This design comes from an exercise in tuning for small area, a short achievable clock period and few clock cycles per item on the open sky130 flow, not from production work. RTL that was checked went through simulation tests only; none was proved equivalent to the original. Power figures rest on the tool's default switching activity, not on a simulated workload.

Setup of v23:
## muxcodec_quant
module muxcodec_quant (
    input  wire        clk,
    input  wire        rst,         
    input  wire        in_valid,
    output wire        in_ready,
    input  wire        in_op,       
    input  wire [2:0]  in_res,      
    input  wire [2:0]  in_qty,      
    input  wire [63:0] in_din,
    output reg         out_valid,
    output reg  [63:0] out_dout,
    output reg  [2:0]  out_err      
);
Size: ~280 flip-flops, roughly 140 I/O pins, about 26000 µm² of cells after synthesis.
clock: 9.0 ns
lec_check: 0
cap_margin: 20
core_margin: 2
core_utilization: 40
setup_slack_margin: 4.5
slew_margin: 20
run.sh (not shown) runs the stock make flow with config.mk's settings and CLKGATE_MAP_FILE= SYNTH_SCRIPT=/design/flow/synth_recipe.tcl, a recipe that flattens the netlist after the stock synthesis.
v23: no failed stages, no open violations at the end
Input-level comparison between v24 and v23:
diff --git a/flow/design.v b/flow/design.v
--- a/flow/design.v
+++ b/flow/design.v
@@ -13,20 +13,21 @@
 );
     localparam [1:0] K_DIV = 2'd0;    
     localparam [1:0] K_MUL = 2'd1;    
     localparam [1:0] K_F2F = 2'd2;    
     localparam [1:0] K_F2D = 2'd3;    
     localparam [1:0] C_NONE = 2'd0;
     localparam [1:0] C_ZERO = 2'd1;   
     localparam [1:0] C_INF  = 2'd2;   
     localparam [1:0] C_NAN  = 2'd3;   
     reg         busy;       
+    reg         rdy;        
     reg         fin;        
     reg         first;      
     reg         fr;         
     reg  [1:0]  kind;
     reg  [2:0]  err;        
     reg  [1:0]  cst;        
     reg  [1:0]  res;
     reg  [2:0]  qty;
     reg         neg;
     reg         seen;       
@@ -34,21 +35,21 @@
     reg         g1, g0;     
     reg         stk;        
     reg         fst;        
     reg         up;         
     reg         sat;        
     reg  [54:0] A;          
     reg  [31:0] B;          
     reg  [10:0] X;          
     reg  [5:0]  T;          
     wire [53:0] inc_out;    
-    assign in_ready = ~busy;
+    assign in_ready = rdy;
     wire accept = in_valid & ~busy;
     reg  [51:0] rom_m;
     reg  [54:0] rom_m3;
     reg  [10:0] rom_c1, rom_cs;
     always @(*) begin
         case ({qty, res})
             5'b000_00: begin rom_m = 52'h47AE147AE147B; rom_m3 = 55'h3D70A3D70A3D71; rom_c1 = 11'd1015; rom_cs = 11'd1024; end
             5'b000_01: begin rom_m = 52'hA36E2EB1C432D; rom_m3 = 55'h4EA4A8C154C987; rom_c1 = 11'd1008; rom_cs = 11'd1025; end
             5'b000_10: begin rom_m = 52'h4F8B588E368F1; rom_m3 = 55'h3EEA209AAA3AD3; rom_c1 = 11'd1005; rom_cs = 11'd1038; end
             5'b001_00: begin rom_m = 52'h999999999999A; rom_m3 = 55'h4CCCCCCCCCCCCE; rom_c1 = 11'd1018; rom_cs = 11'd1027; end
@@ -316,21 +317,21 @@
             K_DIV:   x_step = 11'h7FE;    
             K_MUL:   x_step = k_one ? 11'h001 : 11'h002;    
             K_F2F:   x_step = 11'h001;    
             default: x_step = 11'h7FF;    
         endcase
     end
     wire r1 = (kind == K_F2F) | k_one;
     always @(posedge clk) begin
         out_dout <= r_dout;
         out_err  <= err;
-        if (accept) begin
+        if (~busy) begin
             res   <= in_res[1:0];
             qty   <= in_qty;
             first <= 1'b1;
             fr    <= 1'b0;
             err   <= (in_res == 3'd4) ? 3'd3 : in_res[2] ? 3'd5 : 3'd0;
             h1    <= 1'b0;
             h0    <= 1'b0;
             g1    <= 1'b0;
             g0    <= 1'b0;
             stk   <= 1'b0;
@@ -413,26 +414,29 @@
                 end
                 K_F2F: ;
                 default: begin
                     B <= {B[30:0], 1'b0};
                     if (first & (B[22:0] == 23'd0)) cst <= C_ZERO;
                 end
             endcase
         end
         if (rst) begin
             busy      <= 1'b0;
+            rdy       <= 1'b1;
             fin       <= 1'b0;
             out_valid <= 1'b0;
         end else begin
             out_valid <= fin;
             if (accept) begin
                 busy <= i_iter;
+                rdy  <= ~i_iter;
                 fin  <= ~i_iter;
             end else if (busy) begin
                 busy <= ~done;
+                rdy  <= done;
                 fin  <= done;
             end else begin
                 fin  <= 1'b0;
             end
         end
     end
 endmodule
## What came out
- Area after synthesis down 230 µm² in v24 wrt v23
- Number of nets still failing antenna checks after routing came out exactly the same in v24 and v23.
- Via density per instance (v24 over v23): increase, about 1.8%
- v24: buffer share of cell area 1.1 points below v23
- Measured against each other, v24 and v23 differ in length of routed met3 wiring, the higher figure coming from v24.
- v23 has higher simple-gate share of the synthesized area than v24.
- In v24 the synthesized cell count turned out 114 lower than in v23.
- The run showing the smaller fraction of standard cell area in multi-input logic is v23.
- Looking at register bit count reported by yosys, v24 sits about 0.36% above v23.
- After detailed routing, v23 needs more wire than v24.
- On v24: switching power share of the total is 6.4 points lower than what v23 gave.
- Run comparison: v23 slowest cell on the critical path sky130_fd_sc_hd__a31oi_1; v24 slowest cell on the critical path sky130_fd_sc_hd__nor4b_1
- The total via count after detailed routing number comes out higher for v23 vs v24.
- Post-route worst setup slack: v24 worse than v23
- v24 vs v23 — area added between synthesis and finish dropped 0.75 points.
Testbench counts of v24, summed over its fixed seeds: cycles 71,988, items 12,000.
Function not checked in v23: the RTL went through the layout flow alone.

========
muxcodec_quant, a different RTL version from the one above (not shown whole).
Size in the first run: ~3,500 cells after synthesis, about 280 flip-flops, about 140 I/O pins, about 27,000 um^2 of cells after synthesis.
clock: 9.0 ns
lec_check: 0
cap_margin: 20
core_margin: 2
core_utilization: 40
setup_slack_margin: 4.5
slew_margin: 20
Rerun with:
--- a/flow/design.v
+++ b/flow/design.v
@@ -249,25 +249,26 @@
             default: q_sent = 64'h80000000;
         endcase
     end
     wire [52:0] acc    = ~A[52:0];
     wire        m_top  = acc[52];
     wire [52:0] m_man  = m_top ? acc : {acc[51:0], h1};
     wire        m_rb   = m_top ? h1 : h0;
     wire        m_sb   = m_top ? (h0 | g1 | g0 | stk) : (g1 | g0 | stk);
     wire        m_up   = m_rb & (m_sb | m_man[0]);
     wire [53:0] m_rnd  = inc_out;
     wire [10:0] m_exp0 = X + {10'd0, m_top};
     wire [10:0] m_exp1 = X + {9'd0, m_top, ~m_top};
-    wire [10:0] m_exp  = m_rnd[53] ? m_exp1 : m_exp0;
+    wire        m_cy   = m_up & (&acc[51:0]) & (m_top | h1);
+    wire [10:0] m_exp  = m_cy ? m_exp1 : m_exp0;
     wire [63:0] m_dout = {neg, m_exp, m_rnd[51:0]};
     wire [52:0] fm     = ~A[52:0];
     wire        f_rb   = fm[28];
     wire        f_up   = f_rb & (fst | fm[29]);
     wire [7:0]  f_e8   = {~X[7], X[6:0]} & {8{fm[52]}};
     wire [30:0] f_body = inc_out[30:0];
     wire        f_nan  = |fm[51:0];
     reg  [31:0] f_out;
     always @(*) begin
         case (cst)
             C_ZERO:  f_out = {neg, 31'd0};
             C_INF:   f_out = {neg, 8'hFF, 23'd0};
@@ -313,25 +314,25 @@
     always @(*) begin
         case (kind)
             K_DIV:   x_step = 11'h7FE;    
             K_MUL:   x_step = k_one ? 11'h001 : 11'h002;    
             K_F2F:   x_step = 11'h001;    
             default: x_step = 11'h7FF;    
         endcase
     end
     wire r1 = (kind == K_F2F) | k_one;
     always @(posedge clk) begin
         out_dout <= r_dout;
         out_err  <= err;
-        if (accept) begin
+        if (~busy) begin
             res   <= in_res[1:0];
             qty   <= in_qty;
             first <= 1'b1;
             fr    <= 1'b0;
             err   <= (in_res == 3'd4) ? 3'd3 : in_res[2] ? 3'd5 : 3'd0;
             h1    <= 1'b0;
             h0    <= 1'b0;
             g1    <= 1'b0;
             g0    <= 1'b0;
             stk   <= 1'b0;
             fst   <= |in_din[27:0];
             up    <= 1'b0;
After rerunning: Fmax climbs by 3.7%. Setup slack improved by 0.17 ns. Wire length came out higher by about 1.9%. Die area drops by 2.1%. First-iteration DRC count rose by 4.9%. Final cell count came out lower by about 1.7%. Final area falls by 0.84%. Power falls by about 30%. Core utilization is higher by 0.62 points.
No run of this note included a check of the RTL's function; only the layout flow was run.

==> separate check: timing with driven ports <==
In the flow no input, the clock included, has a driving cell. The finished layouts below were timed again as built, in two steps.
Step 1 assumes that a clkbuf_16 drives the clock port and a buf_2 every other input.
Step 2 also shifts input and output timing later by t, the mid clock arrival at the registers, as if the neighbouring blocks saw the same clock.
Three values: ideal, step 1, step 2; two values: the first two.
run	t (ns)	setup slack, ns	slew at the worst register clock pin (ns)	worst data-port slew with drivers (ns)	pins driven straight from the clock port
v23	0.683	4.496 / 4.496 / 4.039	0.08 / 0.08	0.05	1
v24	0.610	4.450 / 4.450 / 4.080	0.08 / 0.08	0.05	1
the first run of note 2	0.630	4.323 / 4.323 / 4.068	0.08 / 0.08	0.05	1
the second run of note 2	0.633	4.491 / 4.491 / 4.033	0.07 / 0.07	0.09	1
After both steps every run listed still meets setup and hold. For the second run of note 2, which loses most, drivers alone change the setup slack by 0.000 ns; drivers and shift together by -0.458 ns.
